This design comes from an exercise in tuning for small area, a short achievable clock period and few clock cycles per item on the open sky130 flow, not from production work.
Where RTL was checked, it was by simulation tests only, not by an equivalence proof against the original.
For runs 1, 2, 5 and 6, only the layout was checked, not whether the RTL still works.
Power is estimated from default activity; no workload was simulated.

<file path="run.sh">
#!/bin/bash
# synth_recipe.tcl (not shown) runs the flow's synth.tcl, then flattens the netlist and writes it again
# the make line also repeats each setting of config.mk as NAME=value (left out here)
make -C /OpenROAD-flow-scripts/flow DESIGN_CONFIG=/design/flow/config.mk WORK_HOME=/design/flow/orfs CLKGATE_MAP_FILE= SYNTH_SCRIPT=/design/flow/synth_recipe.tcl finish
</file>
<file path="design.v">
module ozec_calc (
    input             clk,
    input             rst_n,
    input             in_valid,
    output            in_ready,
    input      [31:0] cmd,
    input             subst,       
    input             nibmode,     
    input             bus_ready,   
    input      [15:0] d_word,      
    input      [7:0]  d_ofs,       
    input      [7:0]  d_rs,        
    input             d_valid,     
    output reg        done,
    output reg [3:0]  err,
    output reg        seq,
    output     [31:0] res0,
    output     [31:0] res1,
    output reg        wr_en,
    output     [6:0]  wr_addr,
    output            wr_two,
    output reg [15:0] wr_data
);
    localparam [7:0] OP_RDREG   = 8'h01, OP_WRREG  = 8'h02, OP_CHIPID = 8'h03,
                     OP_REBOOT  = 8'h04, OP_RDWORD = 8'h10, OP_WRWORD = 8'h11,
                     OP_LOCK    = 8'h12, OP_RDIMG  = 8'h13, OP_REWRITE = 8'h14,
                     OP_LOADIMG = 8'h18, OP_SAVEIMG = 8'h19,
                     OP_CELLV   = 8'h20, OP_CURR   = 8'h21, OP_RSENSE = 8'h22,
                     OP_LIMIT   = 8'h23, OP_THRESH = 8'h24, OP_ADC2MV = 8'h25,
                     OP_V2ADC   = 8'h26, OP_SETRS  = 8'h27, OP_SETVL  = 8'h28,
                     OP_UNPACK  = 8'h30, OP_SEXT4  = 8'h31, OP_DECAUTH = 8'h38;
    localparam [1:0] SUB_NONE = 2'd0, SUB_LIVE = 2'd1, SUB_EITHER = 2'd2;
    localparam [3:0] K_DEF   = 4'd0,    
                     K_DEFX  = 4'd1,    
                     K_CURR  = 4'd2,    
                     K_MV    = 4'd3,    
                     K_V2A   = 4'd4,    
                     K_SETRS = 4'd5,    
                     K_SETVL = 4'd6,    
                     K_LIM1  = 4'd7,    
                     K_LIM2  = 4'd8,    
                     K_SEQ   = 4'd9,    
                     K_E1    = 4'd10,   
                     K_E4    = 4'd11,   
                     K_E8    = 4'd12,   
                     K_E9    = 4'd13,   
                     K_E10   = 4'd14;   
    localparam integer NS = 5;
    function integer B;
        input integer k;
        begin
            case (k)
                0: B = 0;
                1: B = 8;
                2: B = 14;
                3: B = 20;
                4: B = 26;
                default: B = 28;
            endcase
        end
    endfunction
    localparam integer SW = 1 + 4 + 8 + 8 + 28 + 1 + 16;
    reg rdy;
    assign in_ready = rdy;
    always @(posedge clk)
        rdy <= ~(rst_n & in_valid & rdy & (cmd[31:24] == OP_LIMIT));
    reg        i_v;
    reg [31:0] i_cmd;
    reg        i_subst, i_bus, i_dval;
    reg [15:0] i_word;
    reg [3:0]  i_ofs;       
    reg        i_ofs_inc;   
    reg        i_imm_inc;   
    reg [7:0]  i_rs;
    always @(posedge clk) begin
        i_v       <= rst_n & in_valid & rdy;
        i_cmd     <= cmd;
        i_subst   <= subst;
        i_bus     <= bus_ready;
        i_dval    <= d_valid;
        i_word    <= d_word;
        i_ofs     <= d_ofs[7:4];
        i_ofs_inc <= nibmode & d_ofs[7] & (d_ofs[3:0] != 4'd0);
        i_imm_inc <= nibmode & cmd[7] & (cmd[3:0] != 4'd0);
        i_rs      <= d_rs;
    end
    wire [7:0]  op    = i_cmd[31:24];
    wire [7:0]  f_hi  = i_cmd[23:16];
    wire [3:0]  f_lsb = i_cmd[15:12];
    wire [3:0]  f_wm1 = i_cmd[11:8];
    wire        f_sgn = i_cmd[7];
    wire [23:0] imm24 = i_cmd[23:0];
    wire [19:0] v_val = i_cmd[19:0];
    reg        legal;
    reg [1:0]  subcls;
    always @(*) begin
        legal  = 1'b0;
        subcls = SUB_NONE;
        case (op)
            OP_RDREG:   begin legal = (i_cmd[15:0] == 16'd0); subcls = SUB_LIVE;   end
            OP_WRREG:   begin legal = (i_cmd[7:0]  == 8'd0);  subcls = SUB_LIVE;   end
            OP_CHIPID:  begin legal = (i_cmd[23:0] == 24'd0); subcls = SUB_LIVE;   end
            OP_REBOOT:  begin legal = (i_cmd[23:0] == 24'd0); subcls = SUB_LIVE;   end
            OP_RDWORD:  begin legal = (i_cmd[15:0] == 16'd0); subcls = SUB_EITHER; end
            OP_WRWORD:  begin legal = 1'b1;                   subcls = SUB_LIVE;   end
            OP_LOCK:    begin legal = (i_cmd[23:0] == 24'd0); subcls = SUB_LIVE;   end
            OP_RDIMG:   begin legal = (i_cmd[23:0] == 24'd0); subcls = SUB_EITHER; end
            OP_REWRITE: begin legal = (i_cmd[23:0] == 24'd0); subcls = SUB_LIVE;   end
            OP_LOADIMG: begin legal = (i_cmd[23:0] == 24'd0); subcls = SUB_NONE;   end
            OP_SAVEIMG: begin legal = (i_cmd[23:0] == 24'd0); subcls = SUB_NONE;   end
            OP_CELLV:   begin legal = (i_cmd[15:0] == 16'd0); subcls = SUB_LIVE;   end
            OP_CURR:    begin legal = (i_cmd[23:0] == 24'd0); subcls = SUB_LIVE;   end
            OP_RSENSE:  begin legal = (i_cmd[23:0] == 24'd0); subcls = SUB_EITHER; end
            OP_LIMIT:   begin legal = (i_cmd[7:0]  == 8'd0);  subcls = SUB_EITHER; end
            OP_THRESH:  begin legal = (i_cmd[15:0] == 16'd0); subcls = SUB_EITHER; end
            OP_ADC2MV:  begin legal = (i_cmd[23:13] == 11'd0); subcls = SUB_NONE;  end
            OP_V2ADC:   begin legal = 1'b1;                   subcls = SUB_NONE;   end
            OP_SETRS:   begin legal = (i_cmd[23:16] == 8'd0); subcls = SUB_NONE;   end
            OP_SETVL:   begin legal = (i_cmd[21:20] == 2'd0); subcls = SUB_NONE;   end
            OP_UNPACK:  begin legal = (i_cmd[6:0]  == 7'd0);  subcls = SUB_EITHER; end
            OP_SEXT4:   begin legal = (i_cmd[23:8] == 16'd0); subcls = SUB_NONE;   end
            OP_DECAUTH: begin legal = (i_cmd[23:8] == 16'd0); subcls = SUB_NONE;   end
            default:    begin legal = 1'b0;                   subcls = SUB_NONE;   end
        endcase
    end
    wire eaddr_ok = (f_hi[0] == 1'b0) && (f_hi <= 8'd126);
    wire field_ok = ({1'b0, f_lsb} + {1'b0, f_wm1}) <= 5'd15;
    reg domain_ok;
    always @(*) begin
        case (op)
            OP_RDWORD, OP_WRWORD: domain_ok = eaddr_ok;
            OP_UNPACK:            domain_ok = eaddr_ok && field_ok;
            OP_CELLV:             domain_ok = (f_hi <= 8'd12);
            OP_LIMIT:             domain_ok = (f_hi <= 8'd1) && (f_wm1 <= 4'd7) && field_ok;
            OP_THRESH:            domain_ok = (f_hi <= 8'd3);
            OP_V2ADC:             domain_ok = (imm24 < 24'd999424);
            OP_SETRS:             domain_ok = (imm24[15:0] >= 16'd1) && (imm24[15:0] <= 16'd255);
            OP_SETVL:             domain_ok = (v_val < 20'd999424);
            default:              domain_ok = 1'b1;
        endcase
    end
    function [4:0] nib;
        input [3:0] hi;
        input       inc;
        begin
            nib = {hi[3], hi} + {4'd0, inc};
        end
    endfunction
    wire [7:0] rs_eff = (i_rs == 8'd0) ? 8'd25 : i_rs;
    wire        cu_neg = i_word[15];
    wire [15:0] cu_mag = cu_neg ? (16'd0 - i_word) : i_word;
    wire [18:0] cu_x7  = ({3'd0, cu_mag} << 3) - {3'd0, cu_mag};
    wire [27:0] cu_num = ({9'd0, cu_x7} << 10) + ({9'd0, cu_x7} << 6)
                       + ({9'd0, cu_x7} << 1);
    wire [15:0] unp_shift = i_word >> f_lsb;
    wire [15:0] unp_mask  = 16'hFFFF >> (4'd15 - f_wm1);
    wire [15:0] unp_field = unp_shift & unp_mask;
    wire [7:0]  lim_mask  = unp_mask[7:0];
    wire [7:0]  lim_v     = unp_field[7:0];
    wire [4:0]  lim_o     = nib(i_ofs, i_ofs_inc);
    wire [9:0]  lim_m0    = {2'b00, lim_v}    + {{5{lim_o[4]}}, lim_o};
    wire [9:0]  lim_m1    = {2'b00, lim_mask} + {{5{lim_o[4]}}, lim_o};
    wire        l0_neg    = lim_m0[9];
    wire        l1_neg    = lim_m1[9];
    wire [8:0]  l0_mag    = l0_neg ? (9'd0 - lim_m0[8:0]) : lim_m0[8:0];
    wire [8:0]  l1_mag    = l1_neg ? (9'd0 - lim_m1[8:0]) : lim_m1[8:0];
    reg        sv_pend;
    reg [8:0]  sv_mag;
    reg        sv_neg;
    reg [7:0]  sv_t;
    function [19:0] x3125;
        input [8:0] m;
        reg [10:0] m3;
        reg [11:0] m5;
        reg [14:0] m53;
        begin
            m3    = {1'b0, m, 1'b0} + {2'b0, m};
            m5    = {1'b0, m, 2'b0} + {3'b0, m};
            m53   = {m3, 4'b0} + {3'b0, m5};
            x3125 = {m3[9:0], 10'b0} + {5'b0, m53};
        end
    endfunction
    wire [23:0] lim_num = {x3125(sv_pend ? sv_mag : l1_mag), 4'b0};
    wire        unp_neg   = f_sgn && unp_field[f_wm1];
    wire [27:0] unp_res   = unp_neg ? ({12'hFFF, ~unp_mask} | {12'd0, unp_field})
                                    : {12'd0, unp_field};
    wire [4:0] sx_nib = nib(imm24[7:4], i_imm_inc);
    wire [1:0] auth_class = imm24[6] ? 2'd1 : (imm24[5] ? 2'd3 : 2'd2);
    reg        v0;
    reg [3:0]  k0;
    reg [7:0]  t0;
    reg [27:0] n0;
    reg        s0;
    reg [15:0] d0;
    always @(*) begin
        v0 = i_v;
        k0 = K_DEF;
        t0 = 8'd1;
        n0 = 28'd0;
        s0 = 1'b0;
        d0 = 16'd0;
        if (sv_pend) begin
            v0 = 1'b1;
            k0 = K_LIM2;
            t0 = sv_t;
            n0 = {4'd0, lim_num};
            s0 = sv_neg;
        end
        else if (!legal)
            k0 = K_E10;
        else if (!domain_ok)
            k0 = K_E9;
        else if (subcls == SUB_LIVE && i_subst)
            k0 = K_E8;
        else if ((subcls == SUB_LIVE || (subcls == SUB_EITHER && !i_subst)) && !i_bus)
            k0 = K_E1;
        else begin
            case (op)
                OP_CELLV, OP_THRESH: begin
                    k0 = K_MV;
                    n0 = {15'd0, i_word[15:3]};
                    d0 = {3'd0, i_word[15:3]};
                end
                OP_ADC2MV: begin
                    k0 = K_MV;
                    n0 = {15'd0, imm24[12:0]};
                    d0 = {3'd0, imm24[12:0]};
                end
                OP_CURR: begin
                    k0 = K_CURR;
                    t0 = rs_eff;
                    n0 = cu_num;
                    s0 = cu_neg;
                    d0 = i_word;
                end
                OP_RSENSE: begin
                    n0 = {20'd0, rs_eff};
                    d0 = {8'd0, i_rs};
                end
                OP_LIMIT: begin
                    k0 = K_LIM1;
                    t0 = rs_eff;
                    n0 = {4'd0, lim_num};
                    s0 = l1_neg;
                end
                OP_V2ADC: begin
                    k0 = K_V2A;
                    t0 = 8'd122;
                    n0 = {8'd0, v_val};
                end
                OP_SETRS: begin
                    k0 = K_SETRS;
                    n0 = {12'd0, imm24[15:0]};
                end
                OP_SETVL: begin
                    if (!i_dval)
                        k0 = K_E4;
                    else begin
                        k0 = K_SETVL;
                        t0 = 8'd122;
                        n0 = {8'd0, v_val};
                        d0 = {11'd0, i_cmd[23:22], i_word[2:0]};
                    end
                end
                OP_UNPACK: begin
                    k0 = K_DEFX;
                    n0 = unp_res;
                    d0 = i_word;
                end
                OP_SEXT4: begin
                    k0 = K_DEFX;
                    n0 = {{23{sx_nib[4]}}, sx_nib};
                    d0 = {8'd0, imm24[7:0]};
                end
                OP_DECAUTH: begin
                    n0 = {20'd0, imm24[7:0] & 8'hEF};
                    d0 = {14'd0, auth_class};
                end
                default: k0 = K_SEQ;
            endcase
        end
    end
    always @(posedge clk) begin
        sv_pend <= rst_n & i_v & ~sv_pend & (k0 == K_LIM1);
        sv_mag  <= l0_mag;
        sv_neg  <= l0_neg;
        sv_t    <= rs_eff;
    end
    wire [SW-1:0] st0 = {v0, k0, t0, 8'd0, n0, s0, d0};
    function [8:0] drow;
        input [8:0] x;
        input [7:0] t;
        input integer i;
        reg [8:0] b;
        reg [7:0] d, rn;
        reg       q;
        integer   j;
        begin
            b[0] = 1'b0;
            for (j = 0; j < 8; j = j + 1) begin
                d[j]     = x[j] ^ t[j] ^ b[j];
                b[j + 1] = (~x[j] & t[j]) | (~(x[j] ^ t[j]) & b[j]);
            end
            q  = x[8] | ~b[8];
            rn = q ? d : x[7:0];
            if (i < 7) rn = rn & ((8'd1 << (i + 1)) - 8'd1);
            drow = {q, rn};
        end
    endfunction
    wire [SW*(NS+1)-1:0] st_in;     
    wire [SW*NS-1:0]     st_out;    
    assign st_in[0 +: SW] = st0;
    genvar g;
    generate
        for (g = 0; g < NS; g = g + 1) begin : stage
            wire [SW-1:0] si = st_in[g*SW +: SW];
            reg  [SW-1:0] so;
            always @(*) begin : rows
                reg        v;
                reg [3:0]  k;
                reg [7:0]  t;
                reg [7:0]  r;
                reg [27:0] nq;
                reg        sg;
                reg [15:0] sd;
                reg        q;
                reg [7:0]  rn;
                integer    i;
                {v, k, t, r, nq, sg, sd} = si;
                for (i = B(g); i < B(g + 1); i = i + 1) begin
                    {q, rn} = drow({r, nq[27]}, t, i);
                    r  = rn;
                    nq = {nq[26:0], q};
                end
                so = {v, k, t, r, nq, sg, sd};
            end
            assign st_out[g*SW +: SW] = so;
            if (g < NS - 1) begin : rank
                reg [SW-1:0] r;
                always @(posedge clk) begin
                    r[SW-2:0]  <= so[SW-2:0];
                    r[SW-1]    <= rst_n & so[SW-1];
                end
                assign st_in[(g+1)*SW +: SW] = r;
            end
        end
    endgenerate
    wire [SW-1:0] sf = st_out[(NS-1)*SW +: SW];
    wire        f_v;
    wire [3:0]  f_k;
    wire [7:0]  f_t, f_r;
    wire [27:0] f_q;
    wire        f_s;
    wire [15:0] f_d;
    assign {f_v, f_k, f_t, f_r, f_q, f_s, f_d} = sf;
    wire [28:0] qe  = {(f_k == K_DEFX) & f_q[27], f_q};
    wire [28:0] rq  = f_s ? (29'd0 - qe) : qe;       
    wire [19:0] mv  = f_q[12:0] * 8'd122;
    reg [3:0]  n_err;
    always @(*) begin
        case (f_k)
            K_E8:    n_err = 4'd8;
            K_E9:    n_err = 4'd9;
            K_E10:   n_err = 4'd10;
            K_E1:    n_err = 4'd1;
            K_E4:    n_err = 4'd4;
            default: n_err = 4'd0;
        endcase
    end
    reg [28:0] o_res0;
    reg [24:0] o_res1;
    reg [6:1]  o_addr;
    reg [24:0] n_res1;
    always @(*) begin
        case (f_k)
            K_V2A:   n_res1 = {5'd0, mv};
            K_LIM1:  n_res1 = rq[24:0];
            K_LIM2:  n_res1 = o_res1;
            K_CURR:  n_res1 = {{9{f_d[15]}}, f_d};
            K_SETVL: n_res1 = 25'd0;
            default: n_res1 = {9'd0, f_d};
        endcase
    end
    wire [28:0] n_res0 = (f_k == K_MV) ? {9'd0, mv} : rq;
    wire [6:0]  n_addr = (f_k == K_SETVL) ? (7'h4A + {4'd0, f_d[4:3], 1'b0}) : 7'h34;
    always @(posedge clk) begin
        done    <= rst_n & f_v & (f_k != K_LIM1);
        err     <= n_err;
        seq     <= (f_k == K_SEQ);
        o_res0  <= n_res0;
        o_res1  <= n_res1;
        wr_en   <= (f_k == K_SETRS) || (f_k == K_SETVL);
        o_addr  <= n_addr[6:1];
        wr_data <= (f_k == K_SETVL) ? {f_q[12:5], f_q[4:0], f_d[2:0]}
                                    : {8'd0, f_q[7:0]};
    end
    assign res0    = {{3{o_res0[28]}}, o_res0};
    assign res1    = {{7{o_res1[24]}}, o_res1};
    assign wr_addr = {o_addr, 1'b0};
    assign wr_two  = o_addr[6];
endmodule
</file>
<file path="config.mk">
export PLATFORM = sky130hd
export DESIGN_NAME = ozec_calc
export DESIGN_NICKNAME = ozec_calc
export VERILOG_FILES = /design/flow/design.v
export SDC_FILE = /design/flow/constraint.sdc
export NUM_CORES = 4
export LEC_CHECK = 0
export CAP_MARGIN = 20
export CORE_MARGIN = 2
export CORE_UTILIZATION = 40
export SLEW_MARGIN = 20
</file>
<file path="constraint.sdc">
create_clock -name core_clock -period 115.0 [get_ports {clk}]
set_input_delay 23.0000 -clock core_clock [delete_from_list [all_inputs] [get_ports {clk}]]
set_output_delay 23.0000 -clock core_clock [all_outputs]
set_load 0.01 [all_outputs]
</file>
==> results.toml, run 1 <==
[setup_path]
worst-path-buf-inv = 1
cp.arrival_ns = 1.64
crit_family = "buffers and inverters"
cp_cell_sequence = "clkdlybuf4s50_1"
crit_path_max_incr_delay_ns = 0.59
cp-start-kind = "flip-flop"
path_max_fanout = 8
crit_path_end_kind = "output pin"
cp_slowest_cell = "clkdlybuf4s50_1"
crit_type = "reg -> out"
cp.required_ns = 92.00

[yosys]
synth_edf_count = 25
ys_types = 99
yosys-top-cells-area = "dfxtp_1 30%, fa_1 16%, ha_1 8.1%"
avgSynthCellArea_um2 = 10.0
ys.warnings.count = 1
synth_simple_gate_area_share_pct = 11.2
ys_ff_latch = 433
syn_nets = 3184
syn_area_um2 = 27300
ys_async_sr_fraction_pct = 0
synth_top_cell_by_area = "dfxtp_1"
netlist.area_leader.share_pct = 30.0
synth.mux.area_fraction_pct = 7.78
yosysSeqAreaShare_pct = 32.7
yosys_most_used_dff = "dfxtp_1"
synth_xor_area_share_pct = 4.59
synth_compound_area_share_pct = 14.5
synthAdderAreaFrac_pct = 24.0
syn_inst = 2722
synth_top_family_by_area = "adder cells"

[route]
viasPerCell = 5.50
drc = 0
via_count = 20702
first_pass_iters = 9
drt_iter0_drc = 1463
detail-route-antenna-nets = 0
wl_per_cell_um = 20.6
wirelength_um = 77600

[finish]
fin_util_pct = 46.6
area_growth_pct = 14.9
diodes = 0
filler_cell_count = 6286
final_common_cell = "dfxtp_1"
drive_above_1_share_pct = 9.17
final_cell_mix = "407 x dfxtp_1, 236 x inv_1, 215 x fa_1"
fin_nets = 3313

[global_route]
overflow = 0
grtUsageTotal_pct = 22.3
grt_max_degree = 58
grt_pass1_wl_um = 123000
grt_pass1_vias = 21228
antenna_found_initial = 1

[power_and_ir_drop]
combPwrFrac_pct = 52.6
p_leak_nw = 13.0
power_switching_share_pct = 42.1
p_per_area_nw_per_um2 = 21.5
vdd_drop_max_mv = 0.0249
p_int_w = 0.000390
pwr-share-clk_pct = 22.3
p_seq_share_pct = 25.1
p_switching_w = 0.000284

[worst_hold_path]
min-delay-path-class = "reg -> reg"

[die]
io_pins = 167
coreArea_um2 = 67300
die_x_um = 265
start_util_pct = 40.5
die_y_um = 265
dieArea_um2 = 70300
rows = 95

[timing]
relSlewSlack_pct = 23.3
setup_viol = 0
period_needed_ns = 24.64
hold_viol = 0
fmax_mhz = 40.6
worst_slew_pin_slew_ns = 1.14
rsz0062_at_grt = "false"
final_max_slew_viol_count = 0
fin_skew_ns = 0.0420
hold_ws_ns = 0.305
fin_crit_sh_pct = 21.4
setup_ws_ns = 90.36
tns_ns = 0

[place]
hpwl_um = 62400
gp_congestion = 0.963
pre_cts_ws_ns = 90.95
port_buffers = 165

[clock_network]
post_cts_buffers = 0
htreeDepth = 2
clock-root-buffer = "clkbuf_16"
clkTransAtPathRegs_ns = 0.06
clkLatencyLatePin_ns = 0.62
cts_buffer_depth = 3
cts.sinks = 433
cts_resized = 0
cts_tree = "built"
cts_buffers = 47
ctsHoldBuffers = 0

[outcome]
status = "finished clean"

[run]
maxCapViolCount = 0
-- path summary, 6_finish.rpt --
path / start / end / slack, ns / cells past startpoint
min reg2reg: stage[0].rank.r[9] / stage[1].rank.r[9] / 0.30 / 0
max: o_res1[24] / res1[26] / 90.36 / 1
max reg2reg: i_word[15] / stage[0].rank.r[51] / 91.83 / 90
min: stage[0].rank.r[9] / stage[1].rank.r[9] / 0.30 / 0
-- cells by family after synthesis --
kind of cell,count (synthesis)
xor+xnor,142
compound gates,587
fa+ha+maj,394
mux,180
flops,433
buf+inv,357
other cells,1
simple gates,628
-- power groups by stage --
stage / Sequential, W / Clock [W] / Combinational (W)
2_1_floorplan: 0.000169 / 0 / 0.000259
4_1_cts: 0.000169 / 0.000154 / 0.000355
5_1_grt: 0.000170 / 0.000161 / 0.000394
3_5_place_dp: 0.000172 / 0 / 0.000352
3_3_place_gp: 0.000172 / 0 / 0.000347
6_report: 0.000169 / 0.000150 / 0.000355
-- worst register-to-register path, delay by kind of cell, from the launching register on --
family                     cells  cell delay [ns]
adders and majority gates     33            11.07
AOI/OAI and AO/OA             22             5.60
muxes                          4             0.89
buffers and inverters         15             1.42
xor gates and xnor gates       2             0.99
and+or+nand+nor               14             2.06
DFF                            1             1.00
-- layout make-up --
| class | count | area [µm²] | area share [%] |
|---|---|---|---|
| Clock buffer | 65 | 1360 | 4.33 |
| Clock inverter | 23 | 218 | 0.695 |
| Inverter | 241 | 905 | 2.89 |
| Multi-Input combinational cell | 1932 | 17000 | 54.1 |
| Sequential cell | 433 | 8920 | 28.5 |
| Tap cell | 873 | 1090 | 3.49 |
| Timing Repair Buffer | 196 | 1880 | 6.02 |
-- synthesized netlist by cell type (all sizes together), types with 23 or more instances --
library cell / count
dfxtp: 408
inv: 241
fa: 215
nand2: 180
ha: 176
nor2: 175
a21oi: 139
o21ai: 133
xnor2: 91
mux2: 86
clkbuf: 84
mux2i: 77
xor2: 51
nand3: 49
a21o: 38
nor3: 33
buf: 32
o21a: 30
nand2b: 26
nor2b: 26
a22oi: 25
edfxtp: 25
or3: 23
-- per-stage QoR --
stage,total power [W],cell area (µm²),instances
after floorplan,0.000428,27300,2722
after global placement,0.000519,29700,3675
after detailed placement,0.000524,29700,3675
after CTS,0.000678,31300,3763
after global routing,0.000725,31300,3763
final,0.000674,31300,3763
-- routing by layer --
metal	GRT usage, %	routed length (µm)	vias to the layer above
met5	0	0	-
met4	8.90	3330	0
met3	3.69	4890	189
met2	37.4	36600	706
met1	28.6	32800	10071
li1	-	-	9736
-- flip-flops by register name, indices dropped and copies added (netlist names), 4 cells and up --
signal,cells
i_cmd,32
i_word,16
err,4
i_rs,8
sv_mag,9
i_ofs,4
o_addr,6
o_res1,25
o_res0,29
stage.rank.r,264
wr_data,16
sv_t,8
==> run 2: changes to the inputs <==
==> flow/run.sh (new file) <==
#!/bin/bash
set -e
export BUFFER_PORTS_ARGS="-buffer_cell sky130_fd_sc_hd__buf_2"
bash standard.sh > standard.log 2>&1
==> standard.sh (new file) <==
#!/bin/bash
# synth_recipe.tcl (not shown) runs the flow's synth.tcl, then flattens the netlist and writes it again
# the make line also repeats each setting of config.mk as NAME=value (left out here)
make -C /OpenROAD-flow-scripts/flow DESIGN_CONFIG=/design/flow/config.mk WORK_HOME=/design/flow/orfs CLKGATE_MAP_FILE= SYNTH_SCRIPT=/design/flow/synth_recipe.tcl "${@:-finish}"
removed: run.sh
==> results.toml, run 2 <==
[yosys]
synth_simple_gate_area_share_pct = 11.2
ys.warnings.count = 1
netlist.area_leader.share_pct = 30.0
syn_inst = 2722
ys_async_sr_fraction_pct = 0
synth_commonest_cells = "408 x dfxtp_1, 236 x inv_1, 215 x fa_1"
synth_top_cell_by_area = "dfxtp_1"
synth.mux.area_fraction_pct = 7.78
yosysSeqAreaShare_pct = 32.7
ys_ff_latch = 433
synth_top_family_by_area = "adder cells"
ys_types = 99
yosys-top-cells-area = "dfxtp_1 30%, fa_1 16%, ha_1 8.1%"
avgSynthCellArea_um2 = 10.0
synth_edf_count = 25
synthAdderAreaFrac_pct = 24.0
syn_nets = 3184
synth_xor_area_share_pct = 4.59
yosys_most_used_dff = "dfxtp_1"
synth_compound_area_share_pct = 14.5
syn_area_um2 = 27300
yosysMostFrequentCell = "dfxtp_1"

[timing]
tns_ns = 0
hold_viol = 0
fin_skew_ns = 0.0231
fmax_mhz = 41.3
final_max_slew_viol_count = 0
relSlewSlack_pct = 26.2
fin_crit_sh_pct = 21.1
worst_slew_pin_slew_ns = 1.11
period_needed_ns = 24.22
setup_ws_ns = 90.78
rsz0062_at_grt = "false"
setup_viol = 0

[finish]
max_flop_register = "stage.rank.r"
final_cell_mix = "407 x dfxtp_1, 236 x inv_1, 215 x fa_1"
stdcell_count = 3765
area_growth_pct = 11.8
largest_reg_flops = 264
fin_nets = 3315
top_regs = "stage.rank.r: 264 flops, i_cmd: 32 flops, o_res0: 29 flops"
drive_above_1_share_pct = 14.7
final_common_cell = "dfxtp_1"
fin_util_pct = 45.3

[setup_path]
cp_cell_sequence = "buf_2"
crit_path_max_incr_delay_ns = 0.45
cp.required_ns = 92.00
crit_type = "reg -> out"
worst-path-buf-inv = 1
cp_slowest_cell = "edfxtp_1"
crit_family = "flip-flops"
worst-r2r-setup-slack_ns = 91.41
crit_path_end_kind = "output pin"
cp.arrival_ns = 1.22
path_max_fanout = 8
cp-start-kind = "flip-flop"

[clock_network]
htreeDepth = 2
clkTransAtPathRegs_ns = 0.06
cts.sinks = 433
cts_buffers = 47
clock-root-buffer = "clkbuf_16"
ctsHoldBuffers = 0
clkLatencyLatePin_ns = 0.59
cts_resized = 0
post_cts_buffers = 0
cts_tree = "built"
cts_buffer_depth = 3

[global_route]
grt_max_degree = 56
grtUsageTotal_pct = 22.3
overflow = 0
grt_pass1_wl_um = 123000
grt_pass1_vias = 21453
antenna_found_initial = 4

[die]
dieArea_um2 = 70300
rows = 95
io_pins = 167
start_util_pct = 40.5
die_x_um = 265
coreArea_um2 = 67300
die_y_um = 265

[place]
gp_congestion = 0.946
pre_cts_ws_ns = 91.34
hpwl_um = 62800
port_buffers = 165
post-place-cells = 3677

[route]
drt_iter0_drc = 1658
wl_per_cell_um = 20.6
wirelength_um = 77700
detail-route-antenna-nets = 0
drc = 0
via_count = 20834
viasPerCell = 5.53
first_pass_iters = 6

[power_and_ir_drop]
vdd_drop_max_mv = 0.0289
p_leak_nw = 13.0
p_per_area_nw_per_um2 = 21.9

[run]
maxCapViolCount = 0

[outcome]
status = "finished clean"

[worst_hold_path]
min-delay-path-class = "reg -> reg"
-- run 2: layer usage --
layer | track usage [%] | share of wire [%] | vias up
li1 | - | - | 9760
met1 | 29.3 | 43 | 10192
met2 | 37.6 | 47 | 711
met3 | 2.90 | 6.0 | 167
met4 | 8.25 | 3.7 | 4
met5 | 0 | 0.027 | -
-- run 2: final cells by class --
type | instances | area, µm²
multi-input combinational | 1932 | 16900
antenna | 2 | 5.00
clock inverter | 30 | 305
tap | 873 | 1090
timing repair buffer | 198 | 1070
clock buffer | 56 | 1240
inverter | 241 | 905
fill | 6340 | 36800
sequential | 433 | 8920
-- run 2: per-stage QoR --
stage / hold slack [ns] / cell area [µm²] / power, W
6_report: 0.309 / 30500 / 0.000669
3_5_place_dp: 0.312 / 28900 / 0.000518
2_1_floorplan: 0.310 / 27300 / 0.000428
3_3_place_gp: 0.311 / 28900 / 0.000513
4_1_cts: 0.293 / 30500 / 0.000671
5_1_grt: 0.313 / 30500 / 0.000719
-- run 2: cells by family (layout without fill, tap and decap cells) --
logic type                 count (synthesis)  count (layout)
other                                      1               3
buffers and inverters                    357             525
muxes                                    180             180
AOI/OAI and AO/OA                        587             587
adders and majority gates                394             394
DFF                                      433             433
and+or+nand+nor                          628             628
xor gates and xnor gates                 142             142
-- run 2: worst register-to-register path: cells and delay by family, from the launching register on --
family          cells  cell delay (ns)
fa+ha+maj          34            11.40
compound gates     22             5.50
simple gates       15             3.28
buf+inv            14             1.21
mux                 4             1.02
xor+xnor            2             0.53
flops               1             0.49
-- run 2: power breakdown --
part           leakage [nW]  switching [W]  total, W  internal (W)
sequential             3.64     0.00000815  0.000169      0.000161
clock                 0.761      0.0000641  0.000149     0.0000853
combinational          8.62       0.000208  0.000351      0.000143
-- run 2: path summary, 6_finish.rpt --
path                            cells past startpoint                   to                start
worst min register to register                      0  stage[3].rank.r[62]  stage[2].rank.r[62]
worst max register to register                     91  stage[0].rank.r[51]            i_word[0]
worst max-delay path                                1             res1[27]           o_res1[24]
worst min-delay path                                0  stage[3].rank.r[62]  stage[2].rank.r[62]
==> run 3: changes to the inputs <==
--- a/design.v
+++ b/design.v
@@ -53,6 +53,6 @@
                 0: B = 0;
-                1: B = 8;
-                2: B = 14;
-                3: B = 20;
-                4: B = 26;
+                1: B = 6;
+                2: B = 12;
+                3: B = 18;
+                4: B = 24;
                 default: B = 28;
@@ -125,4 +125,36 @@
     end
-    wire eaddr_ok = (f_hi[0] == 1'b0) && (f_hi <= 8'd126);
-    wire field_ok = ({1'b0, f_lsb} + {1'b0, f_wm1}) <= 5'd15;
+    function [31:0] radd;
+        input [31:0] a;
+        input [31:0] b;
+        input        ci;
+        reg   [32:0] c;
+        integer      j;
+        begin
+            c[0] = ci;
+            for (j = 0; j < 32; j = j + 1) begin
+                radd[j]  = a[j] ^ b[j] ^ c[j];
+                c[j + 1] = (a[j] & b[j]) | (c[j] & (a[j] ^ b[j]));
+            end
+        end
+    endfunction
+    function [31:0] cneg;
+        input [31:0] x;
+        input        n;
+        reg          any;
+        integer      j;
+        begin
+            any = 1'b0;
+            for (j = 0; j < 32; j = j + 1) begin
+                cneg[j] = x[j] ^ (n & any);
+                any     = any | x[j];
+            end
+        end
+    endfunction
+    wire eaddr_ok = ~f_hi[0] & ~f_hi[7];
+    wire fc1 = f_lsb[0] & f_wm1[0];
+    wire fc2 = (f_lsb[1] & f_wm1[1]) | (fc1 & (f_lsb[1] | f_wm1[1]));
+    wire fc3 = (f_lsb[2] & f_wm1[2]) | (fc2 & (f_lsb[2] | f_wm1[2]));
+    wire fc4 = (f_lsb[3] & f_wm1[3]) | (fc3 & (f_lsb[3] | f_wm1[3]));
+    wire field_ok = ~fc4;
+    wire val_ok = ~(&v_val[19:16] & |v_val[15:14]);
     reg domain_ok;
@@ -132,8 +164,9 @@
             OP_UNPACK:            domain_ok = eaddr_ok && field_ok;
-            OP_CELLV:             domain_ok = (f_hi <= 8'd12);
-            OP_LIMIT:             domain_ok = (f_hi <= 8'd1) && (f_wm1 <= 4'd7) && field_ok;
-            OP_THRESH:            domain_ok = (f_hi <= 8'd3);
-            OP_V2ADC:             domain_ok = (imm24 < 24'd999424);
-            OP_SETRS:             domain_ok = (imm24[15:0] >= 16'd1) && (imm24[15:0] <= 16'd255);
-            OP_SETVL:             domain_ok = (v_val < 20'd999424);
+            OP_CELLV:             domain_ok = (f_hi[7:4] == 4'd0) &&
+                                              (f_hi[3:2] != 2'b11 || f_hi[1:0] == 2'b00);
+            OP_LIMIT:             domain_ok = (f_hi[7:1] == 7'd0) && !f_wm1[3] && field_ok;
+            OP_THRESH:            domain_ok = (f_hi[7:2] == 6'd0);
+            OP_V2ADC:             domain_ok = (imm24[23:20] == 4'd0) && val_ok;
+            OP_SETRS:             domain_ok = (imm24[15:8] == 8'd0) && (imm24[7:0] != 8'd0);
+            OP_SETVL:             domain_ok = val_ok;
             default:              domain_ok = 1'b1;
@@ -145,3 +178,3 @@
         begin
-            nib = {hi[3], hi} + {4'd0, inc};
+            nib = radd({{27{hi[3]}}, hi}, 32'd0, inc);
         end
@@ -150,6 +183,6 @@
     wire        cu_neg = i_word[15];
-    wire [15:0] cu_mag = cu_neg ? (16'd0 - i_word) : i_word;
-    wire [18:0] cu_x7  = ({3'd0, cu_mag} << 3) - {3'd0, cu_mag};
-    wire [27:0] cu_num = ({9'd0, cu_x7} << 10) + ({9'd0, cu_x7} << 6)
-                       + ({9'd0, cu_x7} << 1);
+    wire [15:0] cu_mag = cneg({16'd0, i_word}, cu_neg);
+    wire [18:0] cu_x7  = radd({13'd0, cu_mag, 3'd0}, ~{16'd0, cu_mag}, 1'b1);
+    wire [27:0] cu_x65 = radd({7'd0, cu_x7, 6'd0}, {12'd0, cu_x7, 1'b0}, 1'b0);
+    wire [27:0] cu_num = radd({3'd0, cu_x7, 10'd0}, {4'd0, cu_x65}, 1'b0);
     wire [15:0] unp_shift = i_word >> f_lsb;
@@ -160,8 +193,8 @@
     wire [4:0]  lim_o     = nib(i_ofs, i_ofs_inc);
-    wire [9:0]  lim_m0    = {2'b00, lim_v}    + {{5{lim_o[4]}}, lim_o};
-    wire [9:0]  lim_m1    = {2'b00, lim_mask} + {{5{lim_o[4]}}, lim_o};
+    wire [9:0]  lim_m0    = radd({24'd0, lim_v},    {{27{lim_o[4]}}, lim_o}, 1'b0);
+    wire [9:0]  lim_m1    = radd({24'd0, lim_mask}, {{27{lim_o[4]}}, lim_o}, 1'b0);
     wire        l0_neg    = lim_m0[9];
     wire        l1_neg    = lim_m1[9];
-    wire [8:0]  l0_mag    = l0_neg ? (9'd0 - lim_m0[8:0]) : lim_m0[8:0];
-    wire [8:0]  l1_mag    = l1_neg ? (9'd0 - lim_m1[8:0]) : lim_m1[8:0];
+    wire [8:0]  l0_mag    = cneg({23'd0, lim_m0[8:0]}, l0_neg);
+    wire [8:0]  l1_mag    = cneg({23'd0, lim_m1[8:0]}, l1_neg);
     reg        sv_pend;
@@ -176,6 +209,6 @@
         begin
-            m3    = {1'b0, m, 1'b0} + {2'b0, m};
-            m5    = {1'b0, m, 2'b0} + {3'b0, m};
-            m53   = {m3, 4'b0} + {3'b0, m5};
-            x3125 = {m3[9:0], 10'b0} + {5'b0, m53};
+            m3    = radd({22'd0, m, 1'b0}, {23'd0, m}, 1'b0);
+            m5    = radd({21'd0, m, 2'b0}, {23'd0, m}, 1'b0);
+            m53   = radd({17'd0, m3, 4'b0}, {20'd0, m5}, 1'b0);
+            x3125 = radd({12'd0, m3[9:0], 10'b0}, {17'd0, m53}, 1'b0);
         end
@@ -356,4 +389,6 @@
     wire [28:0] qe  = {(f_k == K_DEFX) & f_q[27], f_q};
-    wire [28:0] rq  = f_s ? (29'd0 - qe) : qe;       
-    wire [19:0] mv  = f_q[12:0] * 8'd122;
+    wire [28:0] rq  = cneg({3'd0, qe}, f_s);         
+    wire [14:0] mv3 = radd({18'd0, f_q[12:0], 1'b0}, {19'd0, f_q[12:0]}, 1'b0);
+    wire [18:0] mv61 = radd({13'd0, f_q[12:0], 6'd0}, ~{17'd0, mv3}, 1'b1);
+    wire [19:0] mv  = {mv61, 1'b0};
     reg [3:0]  n_err;
@@ -384,3 +419,13 @@
     wire [28:0] n_res0 = (f_k == K_MV) ? {9'd0, mv} : rq;
-    wire [6:0]  n_addr = (f_k == K_SETVL) ? (7'h4A + {4'd0, f_d[4:3], 1'b0}) : 7'h34;
+    reg  [6:0]  n_addr;
+    always @(*) begin
+        if (f_k != K_SETVL)
+            n_addr = 7'h34;
+        else case (f_d[4:3])
+            2'd0: n_addr = 7'h4A;
+            2'd1: n_addr = 7'h4C;
+            2'd2: n_addr = 7'h4E;
+            default: n_addr = 7'h50;
+        endcase
+    end
     always @(posedge clk) begin
--- a/config.mk
+++ b/config.mk
@@ -9,3 +9,3 @@
 export CORE_MARGIN = 2
-export CORE_UTILIZATION = 40
+export CORE_UTILIZATION = 70
 export SLEW_MARGIN = 20
==> results.toml, run 3 <==
[outcome]
status = "finished clean"

[setup_path]
cp.required_ns = 92.00
r2r-start = "i_word[15]"
cp.arrival_ns = 1.18
crit_path_end_kind = "output pin"
cp_cell_sequence = "buf_2"
worst-path-buf-inv = 1
crit_family = "flip-flops"
cp-start-kind = "flip-flop"
worst-r2r-setup-slack_ns = 91.88
cp_slowest_cell = "edfxtp_1"
crit_type = "reg -> out"
crit_path_max_incr_delay_ns = 0.45
ff2ff_path_depth = 88
rr_endpoint = "stage[0].rank.r[48]"
path_max_fanout = 8

[yosys]
synth_edf_count = 25
yosys-top-cells-area = "dfxtp_1 33%, fa_1 21%, ha_1 4.2%"
yosysSeqAreaShare_pct = 35.7
yosys_most_used_dff = "dfxtp_1"
synth_simple_gate_area_share_pct = 10.7
ys_async_sr_fraction_pct = 0
synth_top_cell_by_area = "dfxtp_1"
syn_inst = 2370
synth_top_family_by_area = "adder cells"
synth_xor_area_share_pct = 2.11
netlist.area_leader.share_pct = 32.7
yosysMostFrequentCell = "dfxtp_1"
syn_area_um2 = 24900
ys_ff_latch = 431
synth_compound_area_share_pct = 13.0
ys.warnings.count = 1
synth.mux.area_fraction_pct = 7.22
synth_commonest_cells = "406 x dfxtp_1, 260 x fa_1, 246 x inv_1"
avgSynthCellArea_um2 = 10.5
ys_types = 108
syn_nets = 2784
synthAdderAreaFrac_pct = 25.1

[clock_network]
ctsHoldBuffers = 0
cts_buffer_depth = 3
post_cts_buffers = 0
cts_buffers = 43
clkLatencyLatePin_ns = 0.59
htreeDepth = 2
cts_tree = "built"
cts_resized = 0
cts.sinks = 431
clock-root-buffer = "clkbuf_16"
clkTransAtPathRegs_ns = 0.07

[die]
coreArea_um2 = 35300
die_x_um = 192
die_y_um = 192
dieArea_um2 = 37100
start_util_pct = 70.4
io_pins = 167
rows = 69

[route]
viasPerCell = 6.34
drc = 0
wl_per_cell_um = 22.6
wirelength_um = 67100
detail-route-antenna-nets = 0
first_pass_iters = 7
drt_iter0_drc = 1784
via_count = 18829

[timing]
hold_ws_ns = 0.314
final_max_slew_viol_count = 0
hold_viol = 0
period_needed_ns = 24.18
tns_ns = 0
setup_viol = 0
worst_slew_pin_slew_ns = 0.991
fmax_mhz = 41.4
relSlewSlack_pct = 33.9
fin_skew_ns = 0.0280
fin_crit_sh_pct = 21.0
rsz0062_at_grt = "false"

[finish]
seq_area_um2 = 8880
final_cell_mix = "405 x dfxtp_1, 260 x fa_1, 246 x inv_1"
top_regs = "stage.rank.r: 262 flops, i_cmd: 32 flops, o_res0: 29 flops"
final_common_cell = "dfxtp_1"
stdcell_area_um2 = 27300
fin_util_pct = 77.3
fin_nets = 2889
multi_input_area_um2 = 14500
filler_cell_count = 2286
max_flop_register = "stage.rank.r"
largest_reg_flops = 262
drive_above_1_share_pct = 15.9
area_growth_pct = 9.75

[power_and_ir_drop]
p_per_area_nw_per_um2 = 18.8
pwr-share-clk_pct = 28.1
power_switching_share_pct = 36.4
vdd_drop_max_mv = 0.0196
p_leak_nw = 11.7
p_int_w = 0.000326
combPwrFrac_pct = 39.1
p_switching_w = 0.000187
p_seq_share_pct = 32.8

[global_route]
grt_pass1_vias = 19013
grt_pass1_wl_um = 105000
grtUsageTotal_pct = 37.2
antenna_found_initial = 3
overflow = 0
grt_max_degree = 50

[worst_hold_path]
min-delay-path-class = "reg -> reg"
hold-path-endpoint = "stage[3].rank.r[1]"
worstHoldStart = "stage[2].rank.r[1]"
min_path_cells = 0

[place]
hpwl_um = 50700
gp_congestion = 1.04
port_buffers = 165
post_dp_cell_area_um2 = 25800

[run]
maxCapViolCount = 0
-- run 3: cell types whose count changed in the layout (fill, tap and decap cells not counted), moves of 10 or more --
cell / before / now
ha_1: 176 / 83
xnor2_1: 91 / 42
fa_1: 215 / 260
a21oi_1: 139 / 97
nor2_1: 174 / 137
o21ai_0: 130 / 96
xor2_1: 50 / 18
a21o_1: 37 / 18
buf_4: 33 / 16
o21bai_1: 18 / 2
o21a_1: 30 / 15
mux2_2: 86 / 73
nand3_1: 48 / 36
inv_1: 236 / 246
-- run 3: worst max path at each step --
stage                     cells past startpoint       start        to
after CTS                                     1  o_res1[24]  res1[29]
final                                         1  o_res1[24]  res1[29]
after detailed placement                      3     cmd[27]       rdy
after floorplan                               1  o_res1[24]  res1[25]
after global placement                        3     cmd[27]       rdy
after global routing                          1  o_res1[24]  res1[29]
-- run 3: final cells by class --
class                      count  share of cell area (%)
antenna                        2                  0.0183
timing repair buffer         181                    3.47
multi-input combinational   1567                    53.1
clock buffer                  54                    4.32
tap                          461                    2.11
inverter                     251                    3.45
sequential                   431                    32.5
clock inverter                25                    1.04
-- run 3: logic make-up after synthesis --
logic type,after synthesis
other cells,1
simple gates,545
buf+inv,372
compound gates,461
xor+xnor,60
flops,431
mux,157
fa+ha+maj,343
-- run 3: power by group through the flow --
stage	clock, W	combinational [W]	sequential [W]
6_report	0.000144	0.000200	0.000168
5_1_grt	0.000152	0.000223	0.000169
4_1_cts	0.000146	0.000198	0.000168
3_5_place_dp	0	0.000194	0.000171
3_3_place_gp	0	0.000184	0.000170
2_1_floorplan	0	0.000140	0.000167
-- run 3: metal layers --
| metal | GRT usage [%] | share of wire [%] | vias to the layer above |
|---|---|---|---|
| met5 | 0 | 0 | - |
| met4 | 22.1 | 6.5 | 0 |
| met3 | 5.78 | 8.2 | 295 |
| met2 | 60.6 | 47 | 1090 |
| met1 | 47.1 | 38 | 9148 |
| li1 | - | - | 8296 |
-- run 3: through the flow --
| stage | setup WS [ns] | std cells | total power [W] |
|---|---|---|---|
| 2_1_floorplan | 91.32 | 2370 | 0.000307 |
| 3_3_place_gp | 91.38 | 2891 | 0.000355 |
| 3_5_place_dp | 91.36 | 2891 | 0.000365 |
| 4_1_cts | 90.78 | 2970 | 0.000512 |
| 5_1_grt | 90.73 | 2970 | 0.000544 |
| 6_report | 90.82 | 2972 | 0.000513 |
Testbench counts of run 3, summed over its fixed seeds: cycles 3,904, items 3,200.
==> run 4: changes to the inputs <==
--- a/config.mk
+++ b/config.mk
@@ -9,3 +9,3 @@
 export CORE_MARGIN = 2
-export CORE_UTILIZATION = 70
+export CORE_UTILIZATION = 40
 export SLEW_MARGIN = 20
==> results.toml, run 4 <==
[outcome]
status = "finished clean"

[yosys]
synth_xor_area_share_pct = 2.11
yosys_most_used_dff = "dfxtp_1"
synth_compound_area_share_pct = 13.0
synth_top_cell_by_area = "dfxtp_1"
syn_nets = 2784
synth_edf_count = 25
ys_types = 108
syn_area_um2 = 24900
ys.warnings.count = 1
synth_simple_gate_area_share_pct = 10.7
yosys-top-cells-area = "dfxtp_1 33%, fa_1 21%, ha_1 4.2%"
ys_ff_latch = 431
syn_inst = 2370
avgSynthCellArea_um2 = 10.5
netlist.area_leader.share_pct = 32.7
synth_top_family_by_area = "adder cells"
ys_async_sr_fraction_pct = 0
yosysSeqAreaShare_pct = 35.7
synth.mux.area_fraction_pct = 7.22
synth_commonest_cells = "406 x dfxtp_1, 260 x fa_1, 246 x inv_1"
synthAdderAreaFrac_pct = 25.1
yosysMostFrequentCell = "dfxtp_1"

[clock_network]
htreeDepth = 2
cts.sinks = 431
ctsHoldBuffers = 0
clkTransAtPathRegs_ns = 0.06
post_cts_buffers = 0
cts_tree = "built"
cts_resized = 0
clock-root-buffer = "clkbuf_16"
cts_buffer_depth = 3
clkLatencyLatePin_ns = 0.59
cts_buffers = 45

[worst_hold_path]
min-delay-path-class = "reg -> reg"
worstHoldStart = "stage[0].rank.r[18]"

[place]
hpwl_um = 53600
post_dp_cell_area_um2 = 26300
gp_congestion = 0.967
pre_cts_ws_ns = 91.27
port_buffers = 165

[finish]
multi_input_area_um2 = 14500
largest_reg_flops = 262
filler_cell_count = 5734
top_regs = "stage.rank.r: 262 flops, i_cmd: 32 flops, o_res0: 29 flops"
final_cell_mix = "406 x dfxtp_1, 260 x fa_1, 246 x inv_1"
seq_area_um2 = 8880
drive_above_1_share_pct = 16.3
max_flop_register = "stage.rank.r"
stdcell_area_um2 = 27900
area_growth_pct = 12.2
fin_nets = 2895
final_common_cell = "dfxtp_1"

[timing]
tns_ns = 0
relSlewSlack_pct = 39.2
period_needed_ns = 24.23
fin_skew_ns = 0.0178
worst_slew_pin_slew_ns = 0.911
setup_ws_ns = 90.77
rsz0062_at_grt = "false"
setup_viol = 0
hold_ws_ns = 0.325
hold_viol = 0
fin_crit_sh_pct = 21.1
fmax_mhz = 41.3
final_max_slew_viol_count = 0

[route]
detail-route-antenna-nets = 0
wirelength_um = 67300
drt_iter0_drc = 1336
drc = 0
wl_per_cell_um = 20.1
first_pass_iters = 6
via_count = 18009
viasPerCell = 5.37

[setup_path]
r2r-start = "i_word[15]"
cp.required_ns = 92.00
worst-path-buf-inv = 1
cp-start-kind = "flip-flop"
crit_path_end_kind = "output pin"
crit_family = "flip-flops"
cp.arrival_ns = 1.23
crit_type = "reg -> out"
crit_path_max_incr_delay_ns = 0.47
path_max_fanout = 8
crit_start = "o_res1[24]"
cp_slowest_cell = "edfxtp_1"
cp_cell_sequence = "buf_2"

[power_and_ir_drop]
p_per_area_nw_per_um2 = 18.9
p_leak_nw = 11.8
vdd_drop_max_mv = 0.0185

[global_route]
grt_pass1_wl_um = 106000
met3_usage_pct = 3.28
grt_util_met1_pct = 27.2
antenna_found_initial = 0
grt_use_met2_pct = 35.8
grtUsageTotal_pct = 21.3
grt_pass1_vias = 18512
overflow = 0
grt_max_degree = 50
grt_busiest_layer = "met2"

[die]
die_x_um = 253
start_util_pct = 40.4
rows = 91
dieArea_um2 = 64200
die_y_um = 253
io_pins = 167
coreArea_um2 = 61600

[run]
maxCapViolCount = 0
## run 4: cell counts after synthesis
Identical to the previous run, type by type.
## run 4: path summary, 6_finish.rpt
check	endpoint	slack, ns	cells after the start
worst max register to register	stage[0].rank.r[50]	91.78	82
worst max-delay path	res1[27]	90.77	1
worst min-delay path	stage[1].rank.r[24]	0.33	0
worst min register to register	stage[1].rank.r[24]	0.33	0
## run 4: area by class of cell
type	instances	share of cell area [%]
antenna	1	0.00897
clock buffer	55	4.39
clock inverter	28	1.23
inverter	251	3.38
multi-input combinational	1567	51.9
sequential	431	31.8
tap	837	3.75
timing repair buffer	185	3.50
## run 4: power by group
group          switching (W)  total, W  internal (W)
clock network      0.0000637  0.000150     0.0000867
registers         0.00000852  0.000168      0.000159
logic               0.000121  0.000209     0.0000881
## run 4: routing by layer
metal	wire (µm)	vias to the layer above
met3	4090	158
li1	-	8316
met4	3050	0
met2	32000	673
met5	0	-
met1	28200	8862
## run 4: cells by family (layout without fill, tap and decap cells)
family                   after synthesis  in the layout
other                                  1              2
AND/OR/NAND/NOR                      545            545
flip-flops                           431            431
buffers and inverters                372            519
XOR/XNOR                              60             60
AO/OA/AOI/OAI                        461            461
multiplexers                         157            157
adder cells (fa/ha/maj)              343            343
## run 4: metrics by stage
stage               std cells  util, %  power, W
finish                   3355     45.3  0.000527
global route             3354     45.3  0.000562
CTS                      3354     45.3  0.000530
detailed placement       3271     42.7  0.000377
global placement         3271     42.7  0.000370
floorplan                2370        -  0.000307
==> run 5: changes to the inputs <==
--- a/design.v
+++ b/design.v
@@ -84,3 +84,4 @@
         i_imm_inc <= nibmode & cmd[7] & (cmd[3:0] != 4'd0);
-        i_rs      <= d_rs;
+        if (rdy)                   
+            i_rs  <= d_rs;
     end
@@ -188,3 +189,3 @@
     wire [15:0] unp_shift = i_word >> f_lsb;
-    wire [15:0] unp_mask  = 16'hFFFF >> (4'd15 - f_wm1);
+    wire [15:0] unp_mask  = 16'hFFFF >> (~f_wm1);
     wire [15:0] unp_field = unp_shift & unp_mask;
@@ -202,3 +203,2 @@
     reg        sv_neg;
-    reg [7:0]  sv_t;
     function [19:0] x3125;
@@ -216,5 +216,4 @@
     wire [23:0] lim_num = {x3125(sv_pend ? sv_mag : l1_mag), 4'b0};
-    wire        unp_neg   = f_sgn && unp_field[f_wm1];
-    wire [27:0] unp_res   = unp_neg ? ({12'hFFF, ~unp_mask} | {12'd0, unp_field})
-                                    : {12'd0, unp_field};
+    wire        unp_neg   = f_sgn & unp_shift[f_wm1];
+    wire [27:0] unp_res   = {{12{unp_neg}}, unp_field | ({16{unp_neg}} & ~unp_mask)};
     wire [4:0] sx_nib = nib(imm24[7:4], i_imm_inc);
@@ -237,3 +236,3 @@
             k0 = K_LIM2;
-            t0 = sv_t;
+            t0 = rs_eff;
             n0 = {4'd0, lim_num};
@@ -319,3 +318,2 @@
         sv_neg  <= l0_neg;
-        sv_t    <= rs_eff;
     end
--- a/config.mk
+++ b/config.mk
@@ -9,3 +9,4 @@
 export CORE_MARGIN = 2
-export CORE_UTILIZATION = 40
+export CORE_UTILIZATION = 70
+export CTS_BUF_LIST = sky130_fd_sc_hd__clkbuf_2 sky130_fd_sc_hd__clkbuf_8
 export SLEW_MARGIN = 20
==> results.toml, run 5 <==
[setup_path]
path_max_fanout = 10
crit_path_max_incr_delay_ns = 0.57
ff2ff_path_depth = 81
worst-path-buf-inv = 1
cp.required_ns = 92.00
crit_path_end_kind = "output pin"
cp.arrival_ns = 1.42
crit_type = "reg -> out"
cp_slowest_cell = "dfxtp_1"
cp_cell_sequence = "buf_2"
crit_family = "flip-flops"
rr_endpoint = "stage[0].rank.r[50]"
r2r-start = "i_word[15]"
worst-r2r-setup-slack_ns = 92.91
cp-start-kind = "flip-flop"

[finish]
largest_reg_flops = 262
final_common_cell = "dfxtp_1"
top_regs = "stage.rank.r: 262 flops, i_cmd: 32 flops, o_res0: 29 flops"
max_flop_register = "stage.rank.r"
final_cell_mix = "390 x dfxtp_1, 260 x fa_1, 255 x inv_1"
area_growth_pct = 10.4
fin_nets = 2864
drive_above_1_share_pct = 17.7
stdcell_count = 2957
stdcell_area_um2 = 27100

[power_and_ir_drop]
p_leak_nw = 11.8
pwr-share-clk_pct = 29.1
combPwrFrac_pct = 37.1
p_switching_w = 0.000170
p_per_area_nw_per_um2 = 18.0
p_seq_share_pct = 33.7
p_int_w = 0.000316
power_switching_share_pct = 35.0
vdd_drop_max_mv = 0.0145

[global_route]
met3_usage_pct = 5.82
grtUsageTotal_pct = 35.3
grt_busiest_layer = "met2"
antenna_found_initial = 2
grt_max_degree = 45
grt_pass1_vias = 18534
overflow = 0
grt_util_met1_pct = 43.0
grt_use_met2_pct = 59.8
grt_pass1_wl_um = 99000

[die]
die_x_um = 191
coreArea_um2 = 34500
rows = 68
dieArea_um2 = 36500
start_util_pct = 71.0
io_pins = 167
die_y_um = 191

[clock_network]
htreeDepth = 3
cts_buffers = 66
cts_buffer_depth = 3
clock-root-buffer = "clkbuf_8"
ctsHoldBuffers = 0
cts.sinks = 423
cts_tree = "built"
clkLatencyLatePin_ns = 0.64
cts_resized = 0
post_cts_buffers = 0
clkTransAtPathRegs_ns = 0.07

[yosys]
yosysSeqAreaShare_pct = 35.9
synth_xor_area_share_pct = 2.25
ys_types = 95
synth_simple_gate_area_share_pct = 10.0
yosysMostFrequentCell = "dfxtp_1"
avgSynthCellArea_um2 = 10.6
netlist.area_leader.share_pct = 31.8
synth_top_cell_by_area = "dfxtp_1"
ys_async_sr_fraction_pct = 0
ys_ff_latch = 423
syn_nets = 2721
yosys-top-cells-area = "dfxtp_1 32%, fa_1 21%, ha_1 4.2%"
syn_area_um2 = 24500
synth_compound_area_share_pct = 11.2
syn_inst = 2307
synth_top_family_by_area = "adder cells"
synthAdderAreaFrac_pct = 25.5
synth_edf_count = 33
ys.warnings.count = 1
yosys_most_used_dff = "dfxtp_1"
synth_commonest_cells = "390 x dfxtp_1, 260 x fa_1, 255 x inv_1"
synth.mux.area_fraction_pct = 9.16

[route]
detail-route-antenna-nets = 0
first_pass_iters = 8
wirelength_um = 62200
viasPerCell = 6.09
wl_per_cell_um = 21.0
drt_iter0_drc = 1511
drc = 0
via_count = 17998

[place]
port_buffers = 165
pre_cts_ws_ns = 91.24
post-place-cells = 2837
gp_congestion = 1.01
post_dp_cell_area_um2 = 25600
hpwl_um = 46700

[timing]
setup_viol = 0
final_max_slew_viol_count = 0
period_needed_ns = 24.42
fmax_mhz = 41.0
fin_crit_sh_pct = 21.2
rsz0062_at_grt = "false"
tns_ns = 0
setup_ws_ns = 90.58
relSlewSlack_pct = 23.3
hold_viol = 0
worst_slew_pin_slew_ns = 1.14
fin_skew_ns = 0.0340

[worst_hold_path]
hold-path-endpoint = "stage[1].rank.r[44]"
min_path_cells = 0
worstHoldStart = "stage[0].rank.r[38]"
min-delay-path-class = "reg -> reg"

[outcome]
status = "finished clean"

[run]
maxCapViolCount = 0
run 5: cell type report:
cell class,count,area [µm²]
Antenna cell,1,2.50
Clock buffer,98,1230
Clock inverter,21,272
Fill cell,2207,7470
Inverter,259,972
Multi-Input combinational cell,1516,14300
Sequential cell,423,8800
Tap cell,455,569
Timing Repair Buffer,184,968
run 5: routing by layer:
layer	routed length (µm)	share of wire [%]
met1	23400	38
met2	30600	49
met3	4690	7.5
met4	3390	5.5
met5	0	0
run 5: how the worst max path moves through the flow:
stage	startpoint	endpoint	slack, ns	cells after the start
2_1_floorplan	o_res1[24]	res1[25]	91.32	1
6_report	rdy	in_ready	90.58	1
3_3_place_gp	rdy	in_ready	91.31	1
5_1_grt	rdy	in_ready	90.49	1
3_5_place_dp	rdy	in_ready	91.24	1
4_1_cts	rdy	in_ready	90.55	1
run 5: stage by stage:
step | util [%] | hold slack [ns] | total power (W)
after floorplan | - | 0.310 | 0.000293
after global placement | 74.0 | 0.310 | 0.000336
after detailed placement | 74.0 | 0.312 | 0.000342
after CTS | 78.4 | 0.314 | 0.000486
after global routing | 78.4 | 0.322 | 0.000519
final | 78.4 | 0.309 | 0.000486
run 5: kinds of logic after synthesis:
| group | after synthesis |
|---|---|
| xor gates and xnor gates | 63 |
| adders and majority gates | 343 |
| buffers and inverters | 368 |
| other | 1 |
| muxes | 198 |
| DFF | 423 |
| AOI/OAI and AO/OA | 413 |
| and+or+nand+nor | 498 |
run 5: power groups by stage:
stage	sequential (W)	combinational (W)	clock (W)
6_report	0.000164	0.000181	0.000142
5_1_grt	0.000165	0.000204	0.000150
4_1_cts	0.000164	0.000179	0.000144
3_5_place_dp	0.000167	0.000174	0
3_3_place_gp	0.000167	0.000169	0
2_1_floorplan	0.000164	0.000129	0
==> run 6: changes to the inputs <==
--- a/config.mk
+++ b/config.mk
@@ -10,3 +10,3 @@
 export CORE_UTILIZATION = 70
-export CTS_BUF_LIST = sky130_fd_sc_hd__clkbuf_2 sky130_fd_sc_hd__clkbuf_8
+export CTS_BUF_LIST = sky130_fd_sc_hd__clkbuf_4
 export SLEW_MARGIN = 20
==> results.toml, run 6 <==
[clock_network]
cts_buffer_depth = 3
cts.sinks = 423
cts_buffers = 98
clkLatencyLatePin_ns = 0.84
cts_resized = 0
ctsHoldBuffers = 0
cts_tree = "built"
htreeDepth = 3
post_cts_buffers = 0
clkTransAtPathRegs_ns = 0.08
clock-root-buffer = "clkbuf_4"

[finish]
final_cell_mix = "390 x dfxtp_1, 260 x fa_1, 255 x inv_1"
drive_above_1_share_pct = 18.9
multi_input_area_um2 = 14300
max_flop_register = "stage.rank.r"
stdcell_area_um2 = 26900
largest_reg_flops = 262
seq_area_um2 = 8800
top_regs = "stage.rank.r: 262 flops, i_cmd: 32 flops, o_res0: 29 flops"
filler_cell_count = 2294
final_common_cell = "dfxtp_1"
area_growth_pct = 9.83
fin_nets = 2896

[yosys]
synth_top_cell_by_area = "dfxtp_1"
syn_nets = 2721
yosysMostFrequentCell = "dfxtp_1"
ys_async_sr_fraction_pct = 0
ys.warnings.count = 1
yosys_most_used_dff = "dfxtp_1"
ys_types = 95
syn_inst = 2307
syn_area_um2 = 24500
synth_commonest_cells = "390 x dfxtp_1, 260 x fa_1, 255 x inv_1"
yosys-top-cells-area = "dfxtp_1 32%, fa_1 21%, ha_1 4.2%"
yosysSeqAreaShare_pct = 35.9
avgSynthCellArea_um2 = 10.6
synth_edf_count = 33
ys_ff_latch = 423
netlist.area_leader.share_pct = 31.8

[timing]
period_needed_ns = 24.62
final_max_slew_viol_count = 0
hold_viol = 0
worst_slew_pin_slew_ns = 1.17
hold_ws_ns = 0.300
setup_ws_ns = 90.38
fin_crit_sh_pct = 21.4
fin_skew_ns = 0.0487
setup_viol = 0
rsz0062_at_grt = "false"
fmax_mhz = 40.6
tns_ns = 0
relSlewSlack_pct = 21.3

[global_route]
overflow = 0
grt_pass1_vias = 18459
grt_util_met1_pct = 42.5
met3_usage_pct = 5.87
grt_max_degree = 45
grt_busiest_layer = "met2"
grt_pass1_wl_um = 97400
grtUsageTotal_pct = 34.6
antenna_found_initial = 3
grt_use_met2_pct = 58.5

[run]
maxCapViolCount = 0

[worst_hold_path]
min-delay-path-class = "reg -> reg"
hold-path-endpoint = "stage[3].rank.r[35]"
worstHoldStart = "stage[2].rank.r[29]"
min_path_cells = 0

[die]
io_pins = 167
coreArea_um2 = 34500
dieArea_um2 = 36500
die_y_um = 191
die_x_um = 191
rows = 68
start_util_pct = 71.0

[route]
viasPerCell = 6.00
drc = 0
wl_per_cell_um = 20.2
via_count = 18079
detail-route-antenna-nets = 0
first_pass_iters = 7
drt_iter0_drc = 1462
wirelength_um = 60800

[setup_path]
crit_cells = 1
worst-path-buf-inv = 1
path_max_fanout = 10
ff2ff_path_depth = 82
crit_family = "flip-flops"
crit_type = "reg -> out"
cp.required_ns = 92.00
crit_start = "rdy"
cp.arrival_ns = 1.62
crit_path_max_incr_delay_ns = 0.57
crit_path_end_kind = "output pin"
worst-r2r-setup-slack_ns = 92.83
r2r-start = "i_word[15]"
cp_slowest_cell = "dfxtp_1"
cp_cell_sequence = "buf_2"
cp-start-kind = "flip-flop"
rr_endpoint = "stage[0].rank.r[50]"

[place]
hpwl_um = 46700
port_buffers = 165
pre_cts_ws_ns = 91.24
gp_congestion = 1.01
post_dp_cell_area_um2 = 25600

[power_and_ir_drop]
p_leak_nw = 11.8
vdd_drop_max_mv = 0.0204
p_per_area_nw_per_um2 = 17.4
power_w = 0.000470

[outcome]
status = "finished clean"
## run 6: cell count changes in the layout (fill, tap and decap cells not counted)
cell	delta
clkinvlp_4	-1
inv_2	+1
clkinv_2	-5
inv_12	-1
clkinv_1	+17
inv_8	-1
clkbuf_4	+145
clkbuf_2	-14
clkinv_4	+2
clkbuf_8	-84
bufinv_16	-1
## run 6: worst max-delay path by stage
stage          endpoint  slack [ns]
6_report       in_ready       90.38
5_1_grt        in_ready       90.27
4_1_cts        in_ready       90.32
3_5_place_dp   in_ready       91.24
3_3_place_gp   in_ready       91.31
2_1_floorplan  res1[25]       91.32
## run 6: where the power goes
| group | switching [W] | internal (W) |
|---|---|---|
| combinational | 0.000101 | 0.0000788 |
| sequential | 0.00000756 | 0.000156 |
| clock | 0.0000587 | 0.0000675 |
## run 6: metrics by stage
stage | util [%] | cells
after floorplan | - | 2307
after global placement | 74.0 | 2837
after detailed placement | 74.0 | 2837
after CTS | 77.9 | 3014
after global routing | 78.0 | 3015
final | 78.0 | 3015
## run 6: logic make-up after synthesis
logic type | count (synthesis) | synth area share [%]
buf+inv | 368 | 6.03
other cells | 1 | 0.0153
simple gates | 498 | 10.0
compound gates | 413 | 11.2
flops | 423 | 35.9
xor+xnor | 63 | 2.25
mux | 198 | 9.16
fa+ha+maj | 343 | 25.5
## run 6: cell type report
type / instances / area share (%)
clock buffers: 145 / 4.04
well taps: 455 / 2.11
diodes: 1 / 0.00929
inverters: 259 / 3.61
flip-flops and latches: 423 / 32.7
multi-input cells: 1516 / 53.0
clock inverters: 32 / 0.990
repair buffers: 184 / 3.60
## run 6: per-layer routing
layer	wire [µm]	part of all wire [%]	vias to the layer above
met3	4240	7.0	207
met2	30000	49	857
met5	13	0.021	-
met1	23300	38	8759
met4	3230	5.3	2
li1	-	-	8254

## afterwards: timing with drivers on the ports
How much do the figures lean on ideal ports? The routed layouts below were timed once more, with nothing changed but the port constraints.
Step 1, drivers: a clkbuf_16 drives clk and a buf_2 each remaining input, both assumed.
Step 2 also shifts input and output timing later by t, the mid clock arrival at the registers, as if the neighbouring blocks saw the same clock.
Slacks: no drivers / after step 1 / after step 2; pairs: no drivers / after step 1.
run	shift t [ns]	setup WS [ns]	pins driven straight from the clock port
run 1	0.654	90.361 / 90.303 / 90.957	1
run 2	0.639	90.785 / 90.725 / 91.313	1
run 3	0.633	90.817 / 90.759 / 91.335	1
run 4	0.637	90.773 / 90.713 / 91.282	1
run 5	0.678	90.584 / 90.535 / 91.213	1
run 6	0.861	90.380 / 90.332 / 91.193	1
After both steps setup and hold are still met in every run listed.
